Background: an optimization exercise with open tools, aiming at small area. Do not read the settings as production practice.
In this exercise RTL edits were held to simulation tests only and were not proved equivalent to the original.
No activity file was given, so power comes from the tool's default toggle rates.

===== flow/config.mk =====
export PLATFORM = sky130hd
export DESIGN_NAME = ws_i2c
export DESIGN_NICKNAME = ws_i2c
export VERILOG_FILES = /design/flow/design.v
export SDC_FILE = /design/flow/constraint.sdc
export NUM_CORES = 4
export LEC_CHECK = 0
export CAP_MARGIN = 20
export CORE_MARGIN = 2
export CORE_UTILIZATION = 40
export SLEW_MARGIN = 20

===== flow/constraint.sdc =====
create_clock -name core_clock -period 10.0 [get_ports {clk}]
set_input_delay 2.0000 -clock core_clock [delete_from_list [all_inputs] [get_ports {clk}]]
set_output_delay 2.0000 -clock core_clock [all_outputs]
set_load 0.01 [all_outputs]

===== flow/design.v =====
module ws_core #(
    parameter [6:0] I2C_ADDR          = 7'h50,
    parameter [7:0] CMD_RESET_STATE   = 8'h01,
    parameter [7:0] CMD_READ_SENSORS  = 8'h02,
    parameter [7:0] CMD_GET_DATA      = 8'h03,
    parameter [7:0] CMD_DATA_READY    = 8'h04,
    parameter [7:0] CMD_RESET_RAIN    = 8'h05,
    parameter integer WINDOW          = 10000    
) (
    input  wire       clk,
    input  wire       rst,           
    input  wire [2:0] pins,
    input  wire       adc_eoc,       
    input  wire [7:0] adc_drl,       
    input  wire [7:0] adc_drh,       
    output reg        adc_ch,        
    output reg        adc_en,
    output wire       adc_start,
    input  wire       bus_valid,
    input  wire [2:0] bus_op,
    input  wire [7:0] bus_data,      
    output reg  [7:0] bus_rdata,
    output reg        bus_rvalid,
    output wire       host_ready
);
    localparam TW = $clog2(WINDOW);
    localparam [2:0] OP_START = 3'd0;
    localparam [2:0] OP_WRITE = 3'd1;
    localparam [2:0] OP_READ  = 3'd2;
    localparam [2:0] OP_NACK  = 3'd3;
    localparam [2:0] OP_STOP  = 3'd4;
    localparam [2:0] OP_BERR  = 3'd5;
    localparam [1:0] PH_IDLE  = 2'd0;
    localparam [1:0] PH_SRX   = 2'd1;
    localparam [1:0] PH_STX   = 2'd2;
    localparam [1:0] PH_NACKD = 2'd3;
    localparam [1:0] ADC_IDLE = 2'd0;
    localparam [1:0] ADC_UV   = 2'd1;
    localparam [1:0] ADC_DIR  = 2'd2;
    localparam RX_CAP = 2;
    reg  [2:0]    sync1, sync2;      
    reg  [2:0]    port;              
    reg  [2:0]    snap;              
    reg           port_pending;
    reg           data_ready;
    reg           host_ready_q;
    reg           timer_running;
    reg  [TW-1:0] timer;
    reg  [1:0]    adc_state;
    reg  [1:0]    start_seq;         
    reg  [15:0]   rain_count;
    reg  [15:0]   wind_count;
    reg  [15:0]   uv_raw;
    reg  [15:0]   dir_raw;
    reg  [7:0]    reset_code;
    reg  [7:0]    rx [0:RX_CAP-1];
    reg  [1:0]    rx_cursor;
    reg  [7:0]    tx [0:7];
    reg  [3:0]    tx_cursor;
    reg  [3:0]    amount;
    reg           tx_eot;
    reg           cmd_pending;
    reg  [1:0]    bus_phase;
    reg  [2:0]    n_snap;
    reg           n_port_pending;
    reg           n_data_ready;
    reg           n_host_ready;
    reg           n_timer_running;
    reg  [TW-1:0] n_timer;
    reg  [1:0]    n_adc_state;
    reg  [1:0]    n_start_seq;
    reg           n_adc_ch;
    reg           n_adc_en;
    reg  [15:0]   n_rain_count;
    reg  [15:0]   n_wind_count;
    reg  [15:0]   n_uv_raw;
    reg  [15:0]   n_dir_raw;
    reg  [7:0]    n_reset_code;
    reg  [7:0]    n_rx [0:RX_CAP-1];
    reg  [1:0]    n_rx_cursor;
    reg  [7:0]    n_tx [0:7];
    reg  [3:0]    n_tx_cursor;
    reg  [3:0]    n_amount;
    reg           n_tx_eot;
    reg           n_cmd_pending;
    reg  [1:0]    n_bus_phase;
    reg  [7:0]    n_bus_rdata;
    reg           n_bus_rvalid;
    reg  [2:0]    changed;
    reg           expire_due;
    reg           reloaded;
    reg  [9:0]    adc_value;
    integer       i;
    always @* begin
        n_snap          = snap;
        n_port_pending  = port_pending;
        n_data_ready    = data_ready;
        n_host_ready    = host_ready_q;
        n_timer_running = timer_running;
        n_adc_state     = adc_state;
        n_start_seq     = (start_seq != 2'd0) ? start_seq - 2'd1 : 2'd0;
        n_adc_ch        = adc_ch;
        n_adc_en        = adc_en;
        n_rain_count    = rain_count;
        n_wind_count    = wind_count;
        n_uv_raw        = uv_raw;
        n_dir_raw       = dir_raw;
        n_reset_code    = reset_code;
        for (i = 0; i < RX_CAP; i = i + 1)
            n_rx[i] = rx[i];
        n_rx_cursor     = rx_cursor;
        for (i = 0; i < 8; i = i + 1)
            n_tx[i] = tx[i];
        n_tx_cursor     = tx_cursor;
        n_amount        = amount;
        n_tx_eot        = tx_eot;
        n_cmd_pending   = cmd_pending;
        n_bus_phase     = bus_phase;
        n_bus_rdata     = bus_rdata;
        n_bus_rvalid    = 1'b0;
        changed         = 3'b000;
        reloaded        = 1'b0;
        adc_value       = {adc_drh[1:0], adc_drl};
        expire_due = timer_running && (timer == {TW{1'b0}});
        if (timer_running && !expire_due)
            n_timer = timer - 1'b1;
        else
            n_timer = timer;
        if (cmd_pending) begin
            if (rx[0] == CMD_RESET_STATE) begin
                n_tx[0]      = n_reset_code;
                n_reset_code = 8'h00;
                n_amount     = 4'd1;
            end else if (rx[0] == CMD_READ_SENSORS) begin
                n_adc_state     = ADC_UV;
                n_adc_ch        = 1'b0;
                n_adc_en        = 1'b1;
                n_start_seq     = 2'd3;
                n_wind_count    = 16'd0;
                n_data_ready    = 1'b0;
                n_timer         = WINDOW - 1;
                n_timer_running = 1'b1;
                reloaded        = 1'b1;
                n_host_ready    = 1'b0;
                n_amount        = 4'd0;
            end else if (rx[0] == CMD_GET_DATA) begin
                if (n_data_ready) begin
                    n_tx[0] = n_rain_count[15:8];
                    n_tx[1] = n_rain_count[7:0];
                    n_tx[2] = n_wind_count[15:8];
                    n_tx[3] = n_wind_count[7:0];
                    n_tx[4] = n_dir_raw[15:8];
                    n_tx[5] = n_dir_raw[7:0];
                    n_tx[6] = n_uv_raw[15:8];
                    n_tx[7] = n_uv_raw[7:0];
                end else begin
                    for (i = 0; i < 8; i = i + 1)
                        n_tx[i] = 8'hAA;
                end
                n_amount = 4'd8;
            end else if (rx[0] == CMD_DATA_READY) begin
                n_tx[0]  = {7'd0, n_data_ready};
                n_amount = 4'd1;
            end else if (rx[0] == CMD_RESET_RAIN) begin
                n_rain_count = 16'd0;
                n_amount     = 4'd0;
            end else begin
                n_amount = 4'd0;
            end
            n_tx_cursor   = 4'd0;
            n_cmd_pending = 1'b0;
        end
        if (port_pending) begin
            n_port_pending = 1'b0;
            changed = port ^ n_snap;
            if (changed[0] && !port[0]) begin
                n_adc_state     = ADC_UV;
                n_adc_ch        = 1'b0;
                n_adc_en        = 1'b1;
                n_start_seq     = 2'd3;
                n_wind_count    = 16'd0;
                n_data_ready    = 1'b0;
                n_timer         = WINDOW - 1;
                n_timer_running = 1'b1;
                reloaded        = 1'b1;
                n_host_ready    = 1'b0;
            end
            if (changed[1] && port[1])
                n_rain_count = n_rain_count + 16'd1;
            if (changed[2] && port[2] && n_timer_running)
                n_wind_count = n_wind_count + 16'd1;
            n_snap = port;
        end
        if (adc_eoc && n_adc_state != ADC_IDLE) begin
            n_adc_en = 1'b0;
            if (n_adc_state == ADC_UV) begin
                n_uv_raw    = {6'd0, adc_value};
                n_adc_state = ADC_DIR;
                n_adc_ch    = 1'b1;
                n_adc_en    = 1'b1;
                n_start_seq = 2'd3;
            end else begin
                n_dir_raw   = {6'd0, adc_value};
                n_adc_state = ADC_IDLE;
            end
        end
        if (expire_due && !reloaded) begin
            n_data_ready    = 1'b1;
            n_host_ready    = 1'b1;
            n_timer_running = 1'b0;
        end
        if (bus_valid) begin
            case (bus_op)
                OP_START: begin
                    if (bus_data[7:1] == I2C_ADDR) begin
                        n_bus_phase   = bus_data[0] ? PH_STX : PH_SRX;
                        n_rx_cursor   = 2'd0;
                        n_tx_cursor   = 4'd0;
                        n_cmd_pending = 1'b0;
                    end else begin
                        n_bus_phase = PH_IDLE;
                    end
                end
                OP_WRITE: begin
                    if (n_bus_phase == PH_SRX) begin
                        if (n_rx_cursor < RX_CAP) begin
                            n_rx[n_rx_cursor] = bus_data;
                            n_rx_cursor       = n_rx_cursor + 2'd1;
                        end
                    end
                end
                OP_READ: begin
                    if (n_bus_phase == PH_STX) begin
                        n_bus_rvalid = 1'b1;
                        if (n_tx_cursor < n_amount) begin
                            n_bus_rdata = n_tx[n_tx_cursor[2:0]];
                            n_tx_cursor = n_tx_cursor + 4'd1;
                        end else begin
                            n_bus_rdata = 8'hFF;
                            n_tx_eot    = 1'b1;
                        end
                    end
                end
                OP_NACK: begin
                    if (n_bus_phase == PH_STX) begin
                        n_bus_phase = PH_NACKD;
                        n_tx_eot    = 1'b0;
                        n_tx_cursor = 4'd0;
                    end
                end
                OP_STOP: begin
                    if (n_bus_phase == PH_SRX) begin
                        n_cmd_pending = 1'b1;
                        n_rx_cursor   = 2'd0;
                    end
                    n_bus_phase = PH_IDLE;
                end
                OP_BERR: begin
                    n_bus_phase = PH_IDLE;
                end
                default: ;
            endcase
        end
        if (sync2 != port)
            n_port_pending = 1'b1;
    end
    always @(posedge clk) begin
        sync1 <= pins;
        sync2 <= sync1;
        port  <= sync2;
    end
    always @(posedge clk) begin
        if (rst) begin
            snap          <= sync2;
            port_pending  <= 1'b0;
            data_ready    <= 1'b0;
            host_ready_q  <= 1'b0;
            timer_running <= 1'b0;
            timer         <= {TW{1'b0}};
            adc_state     <= ADC_IDLE;
            start_seq     <= 2'd0;
            adc_ch        <= 1'b0;
            adc_en        <= 1'b0;
            rain_count    <= 16'd0;
            wind_count    <= 16'd0;
            uv_raw        <= 16'd0;
            dir_raw       <= 16'd0;
            reset_code    <= 8'h01;
            for (i = 0; i < RX_CAP; i = i + 1)
                rx[i] <= 8'h00;
            rx_cursor     <= 2'd0;
            for (i = 0; i < 8; i = i + 1)
                tx[i] <= 8'h00;
            tx_cursor     <= 4'd0;
            amount        <= 4'd0;
            tx_eot        <= 1'b0;
            cmd_pending   <= 1'b0;
            bus_phase     <= PH_IDLE;
            bus_rdata     <= 8'h00;
            bus_rvalid    <= 1'b0;
        end else begin
            snap          <= n_snap;
            port_pending  <= n_port_pending;
            data_ready    <= n_data_ready;
            host_ready_q  <= n_host_ready;
            timer_running <= n_timer_running;
            timer         <= n_timer;
            adc_state     <= n_adc_state;
            start_seq     <= n_start_seq;
            adc_ch        <= n_adc_ch;
            adc_en        <= n_adc_en;
            rain_count    <= n_rain_count;
            wind_count    <= n_wind_count;
            uv_raw        <= n_uv_raw;
            dir_raw       <= n_dir_raw;
            reset_code    <= n_reset_code;
            for (i = 0; i < RX_CAP; i = i + 1)
                rx[i] <= n_rx[i];
            rx_cursor     <= n_rx_cursor;
            for (i = 0; i < 8; i = i + 1)
                tx[i] <= n_tx[i];
            tx_cursor     <= n_tx_cursor;
            amount        <= n_amount;
            tx_eot        <= n_tx_eot;
            cmd_pending   <= n_cmd_pending;
            bus_phase     <= n_bus_phase;
            bus_rdata     <= n_bus_rdata;
            bus_rvalid    <= n_bus_rvalid;
        end
    end
    assign adc_start  = (start_seq == 2'd3) || (start_seq == 2'd1);
    assign host_ready = host_ready_q;
endmodule
module ws_i2c #(
    parameter [6:0] I2C_ADDR = 7'h50
) (
    input  wire       clk,
    input  wire       rst,           
    input  wire [2:0] pins,
    input  wire       adc_eoc,
    input  wire [7:0] adc_drl,
    input  wire [7:0] adc_drh,
    output wire       adc_ch,
    output wire       adc_en,
    output wire       adc_start,
    input  wire       scl,           
    input  wire       sda,           
    output reg        sda_oe,        
    output wire       host_ready
);
    localparam [2:0] OP_START = 3'd0;
    localparam [2:0] OP_WRITE = 3'd1;
    localparam [2:0] OP_READ  = 3'd2;
    localparam [2:0] OP_NACK  = 3'd3;
    localparam [2:0] OP_STOP  = 3'd4;
    localparam [2:0] OP_BERR  = 3'd5;
    localparam [2:0] S_IDLE = 3'd0;    
    localparam [2:0] S_ADDR = 3'd1;    
    localparam [2:0] S_RX   = 3'd2;    
    localparam [2:0] S_ACK  = 3'd3;    
    localparam [2:0] S_TX   = 3'd4;    
    localparam [2:0] S_MACK = 3'd5;    
    localparam [2:0] S_LOAD = 3'd6;    
    reg        scl_s1, scl_s2, scl_q;
    reg        sda_s1, sda_s2, sda_q;
    reg  [2:0] state;
    reg  [3:0] bitcnt;
    reg  [7:0] shreg;
    reg        rw;
    reg        nacked;
    reg        ev_valid;
    reg  [2:0] ev_op;
    reg  [7:0] ev_data;
    wire [7:0] rdata;
    wire       rvalid;
    wire start_det = scl_s2 && scl_q && sda_q && !sda_s2;
    wire stop_det  = scl_s2 && scl_q && !sda_q && sda_s2;
    wire scl_rise  = scl_s2 && !scl_q;
    wire scl_fall  = !scl_s2 && scl_q;
    wire mid_byte  = ((state == S_ADDR || state == S_RX) && bitcnt >= 4'd2) ||
                     (state == S_TX && bitcnt != 4'd0);
    always @(posedge clk) begin
        scl_s1 <= scl;
        scl_s2 <= scl_s1;
        scl_q  <= scl_s2;
        sda_s1 <= sda;
        sda_s2 <= sda_s1;
        sda_q  <= sda_s2;
    end
    always @(posedge clk) begin
        if (rst) begin
            state    <= S_IDLE;
            bitcnt   <= 4'd0;
            shreg    <= 8'h00;
            rw       <= 1'b0;
            nacked   <= 1'b0;
            sda_oe   <= 1'b0;
            ev_valid <= 1'b0;
            ev_op    <= OP_START;
            ev_data  <= 8'h00;
        end else begin
            ev_valid <= 1'b0;
            if (start_det) begin
                if (mid_byte) begin
                    ev_valid <= 1'b1;
                    ev_op    <= OP_BERR;
                end
                state  <= S_ADDR;
                bitcnt <= 4'd0;
                sda_oe <= 1'b0;
            end else if (stop_det) begin
                ev_valid <= 1'b1;
                ev_op    <= mid_byte ? OP_BERR : OP_STOP;
                state    <= S_IDLE;
                bitcnt   <= 4'd0;
                sda_oe   <= 1'b0;
            end else if (scl_rise) begin
                if (state == S_ADDR || state == S_RX) begin
                    if (bitcnt != 4'd8) begin
                        shreg  <= {shreg[6:0], sda_s2};
                        bitcnt <= bitcnt + 4'd1;
                    end
                end else if (state == S_MACK) begin
                    nacked <= sda_s2;
                end
            end else if (scl_fall) begin
                case (state)
                    S_ADDR: begin
                        if (bitcnt == 4'd8) begin
                            ev_valid <= 1'b1;
                            ev_op    <= OP_START;
                            ev_data  <= shreg;
                            if (shreg[7:1] == I2C_ADDR) begin
                                sda_oe <= 1'b1;
                                rw     <= shreg[0];
                                state  <= S_ACK;
                            end else begin
                                state  <= S_IDLE;
                            end
                        end
                    end
                    S_RX: begin
                        if (bitcnt == 4'd8) begin
                            ev_valid <= 1'b1;
                            ev_op    <= OP_WRITE;
                            ev_data  <= shreg;
                            sda_oe   <= 1'b1;
                            state    <= S_ACK;
                        end
                    end
                    S_ACK: begin
                        sda_oe <= 1'b0;
                        bitcnt <= 4'd0;
                        if (rw) begin
                            ev_valid <= 1'b1;
                            ev_op    <= OP_READ;
                            state    <= S_LOAD;
                        end else begin
                            state    <= S_RX;
                        end
                    end
                    S_TX: begin
                        bitcnt <= bitcnt + 4'd1;
                        if (bitcnt == 4'd7) begin
                            sda_oe <= 1'b0;
                            state  <= S_MACK;
                        end else begin
                            sda_oe <= !shreg[6];
                            shreg  <= {shreg[6:0], 1'b0};
                        end
                    end
                    S_MACK: begin
                        ev_valid <= 1'b1;
                        if (nacked) begin
                            ev_op <= OP_NACK;
                            state <= S_IDLE;
                        end else begin
                            ev_op <= OP_READ;
                            state <= S_LOAD;
                        end
                    end
                    default: ;
                endcase
            end else if (state == S_LOAD && rvalid) begin
                shreg  <= rdata;
                sda_oe <= !rdata[7];
                bitcnt <= 4'd0;
                state  <= S_TX;
            end
        end
    end
    ws_core #(.I2C_ADDR(I2C_ADDR)) core (
        .clk(clk), .rst(rst), .pins(pins),
        .adc_eoc(adc_eoc), .adc_drl(adc_drl), .adc_drh(adc_drh),
        .adc_ch(adc_ch), .adc_en(adc_en), .adc_start(adc_start),
        .bus_valid(ev_valid), .bus_op(ev_op), .bus_data(ev_data),
        .bus_rdata(rdata), .bus_rvalid(rvalid),
        .host_ready(host_ready)
    );
endmodule

===== flow/run.sh =====
#!/bin/bash
# synth_recipe.tcl (not shown) runs the flow's synth.tcl, then flattens the netlist and writes it again
# the make line also repeats each setting of config.mk as NAME=value (left out here)
make -C /OpenROAD-flow-scripts/flow DESIGN_CONFIG=/design/flow/config.mk WORK_HOME=/design/flow/orfs CLKGATE_MAP_FILE= SYNTH_SCRIPT=/design/flow/synth_recipe.tcl finish

==> run summary <==
==> cell usage in the layout, fill, tap and decap left out, types with 7 or more instances in the layout <==
cell type,n
buf_4,12
mux2i_1,38
o21ai_0,30
o21a_1,11
a211oi_1,7
mux2_2,7
nand4_1,9
nand2b_1,19
or3_1,11
a222oi_1,9
and2_1,13
clkdlybuf4s50_1,21
inv_1,28
ha_1,21
nand3_1,28
o22ai_1,16
nor2b_1,16
a211o_1,9
xnor2_1,38
nand2_1,96
nor4_1,10
a31oi_1,13
nor2_1,182
and3_1,14
or2_2,8
clkbuf_16,24
dfxtp_1,216
a21oi_1,72
a22oi_1,28
xor2_1,9
nor3_1,28
==> final cells by class <==
type / count / area [µm²] / share of cell area [%]
Multi-Input combinational cell: 826 / 5060 / 45.6
Clock inverter: 11 / 144 / 1.30
Clock buffer: 33 / 674 / 6.08
Inverter: 28 / 105 / 0.947
Timing Repair Buffer: 33 / 300 / 2.71
Sequential cell: 219 / 4410 / 39.8
Tap cell: 324 / 405 / 3.65
==> registers in the layout, indices dropped and copies added (netlist names), 10 cells and up <==
signal	flops
core.rain_count	16
core.timer	14
core.wind_count	16
core.uv_raw	10
core.dir_raw	10
core.tx	64
==> worst max-delay path, stage by stage <==
cell and delay, ps:
buf_4 490, buf_4 710, buf_4 560, nor3_1 120
==> routing by layer <==
layer  up-vias  share of wire [%]  global-route usage, %
met2       161                 45                   29.7
met5         -                  0                      0
met1      3720                 48                   25.6
met3        33                4.1                   2.17
met4         0                2.2                   5.40
li1       3999                  -                      -
==> Yosys cell counts (all sizes together), types with 4 or more instances <==
library cell	instances
ha	21
a211o	9
nand3b	6
and4	4
buf	8
xor2	9
nor4	11
a211oi	9
dfxtp	216
a31oi	13
a22o	4
and3b	4
o211ai	4
or2	8
and2	14
or4	6
o21ai	31
mux2	7
a21oi	72
and3	14
nor3	29
o22ai	16
nor2b	16
xnor2	38
a222oi	9
nand3	28
or3	11
inv	28
nand2b	19
nand4	9
clkbuf	61
mux2i	38
a22oi	28
nor2	182
o21a	11
nand2	96
==> power breakdown <==
| group | total [µW] | leakage, µW | switching, µW | internal (µW) |
|---|---|---|---|---|
| clock | 910 | 0.000396 | 361 | 550 |
| combinational | 93.2 | 0.00185 | 55.0 | 38.1 |
| sequential | 907 | 0.00178 | 16.4 | 891 |
==> through the flow <==
| step | area, µm² | setup slack [ps] |
|---|---|---|
| after floorplan | 9820 | 6650 |
| after global placement | 10300 | 5880 |
| after detailed placement | 10300 | 5880 |
| after CTS | 11100 | 6440 |
| after global routing | 11100 | 6160 |
| final | 11100 | 6410 |
==> cell families (layout without fill, tap and decap cells) <==
group	after synthesis	after routing
muxes	45	45
adders and majority gates	22	22
DFF	219	219
buffers and inverters	97	105
and+or+nand+nor	470	470
AOI/OAI and AO/OA	242	242
xor gates and xnor gates	47	47
==> worst paths after layout <==
check | to | slack, ps | cells past startpoint
max | core.tx[1][3] | 6410 | 4
max reg2reg | core.tx_cursor[3] | 6540 | 9
min | core.sync2[0] | 330 | 0
min reg2reg | core.sync2[0] | 330 | 0
==> run_results.csv <==
group,metric,value,unit
routing,wl,23400,µm
yosys,synth_fa_ha_area_share,2.78,%
yosys,ys_ff_latch,219,
yosys,synth.top_cell.area_share,44.0,%
finish,fin_nets,1177,
placement,place_hpwl,15900,µm
timing,tns,0,ps
floorplan,io_pins,29,
clocking,cts.path.max_buffers,3,
yosys,avgSynthCellArea,8.60,µm²
timing,period_needed,3590,ps
floorplan,die_area,25800,µm²
clocking,worstSkewPairLatency,530,ps
clocking,cts_root_buf,"clkbuf_16",
clocking,cts_tree,"yes",
global_route,grt_pass1_vias,7559,
job,cap_violations,0,
power_and_ir_drop,vdd_ir_drop_max,0.135,mV
clocking,path_clk_slew,60,ps
worst_hold_path,hp-class,"register to register",
critical_path,reg2reg_from,"core.cmd_pending",
critical_path,critPathKind,"input pin to register",
timing,fin_crit_sh,35.9,%
run_status,outcome,"timing/DRC/antenna clean",
timing,slew_viol_final,0,
finish,utilization,45.8,%
routing,wire_per_inst,15.9,µm
floorplan,die_h,161,µm
yosys,synth_cell_types,77,
yosys,synth-xor-area-share,4.19,%
global_route,grt_pass1_wl,39200,µm
timing,hold_viol,0,
routing,drt_iter0_markers,629,
timing,fmax,279,MHz
yosys,synth.net_count,1187,
placement,numPortBuffers,22,
clocking,ctsResizeCount,0,
timing,rsz0062_at_grt,"false",
clocking,cts.sinks,219,
critical_path,startpoint_type,"input pin",
finish,stdcell_count,1474,
yosys,synth_top_family_by_area,"simple AND/OR/NAND/NOR gates",
critical_path,worstPathArrival,3960,ps
finish,fillers,2403,
placement,dp_cells,1430,
yosys,ys_warn_count,6,
global_route,grt.total_usage,18.3,%
clocking,postCtsSetupBuffers,0,
yosys,synth_area,9820,µm²
routing,drc,0,
yosys,syn-instance-count,1142,
power_and_ir_drop,p_leak,0.00402,µW
floorplan,start_util,40.5,%
routing,dr.pass1.iters,5,
yosys,synth_largest_area_cell,"dfxtp_1",
timing,slew_headroom,44.8,%
clocking,postCtsHoldBufs,0,
global_route,grt_start_max_net_pins,69,
critical_path,cp.required,10370,ps
yosys,synthTopCellsByArea,"dfxtp_1 (44%), nor2_1 (7.0%), mux2i_1 (3.9%)",
yosys,synth-compound-area-share,16.8,%
routing,vias_per_cell,5.37,
timing,whs,327,ps
critical_path,crit_path_max_fanout,68,
clocking,cts_buffers,24,
timing,final-setup-viol-count,0,
yosys,ys.flop_type,"dfxtp_1",
finish,drive_gt1_share,6.61,%
floorplan,die-width,161,µm
global_route,grt_overflow,0,
finish,diodes,0,
clocking,cts_max_level,1,
yosys,synth-edff-count,3,
routing,vias,7913,
floorplan,row_count,57,
routing,ant_nets,0,
critical_path,crit_start,"rst",
global_route,antenna_found_initial,0,
placement,place_congestion,0.817,
power_and_ir_drop,p_per_area,172,nW/µm²
power_and_ir_drop,finalPower,1910,µW
timing,tightest_slew,819,ps
yosys,async_reset_ff_share,0,%
critical_path,end_kind,"register",
yosys,synth-seq-area-share,44.9,%
timing,finClkSkew,24.3,ps
floorplan,coreArea,24200,µm²
yosys,synth_simple_gate_area_share,22.9,%
yosys,synthMuxAreaShare,4.68,%
worst_hold_path,hold_path.startpoint,"core.sync1[0]",
finish,syn_to_final_growth,13.0,%

[what the ideal ports hide]
How much do the figures lean on ideal ports? The routed layout below was timed once more, with nothing changed but the port constraints.
Step 1 assumes that a clkbuf_16 drives the clock port and a buf_2 every other input.
Step 2 also shifts input and output timing later by t, the mid clock arrival at the registers, as if the neighbouring blocks saw the same clock.
Slacks: no drivers / after step 1 / after step 2; pairs: no drivers / after step 1.
t (ns): 0.564
setup slack, ns: 6.414 / 6.438 / 5.874
worst setup path after step 2: input to register
After both steps this run still meets setup and hold. The setup slack of this run moves by +0.024 ns with the drivers and by -0.540 ns with both steps.
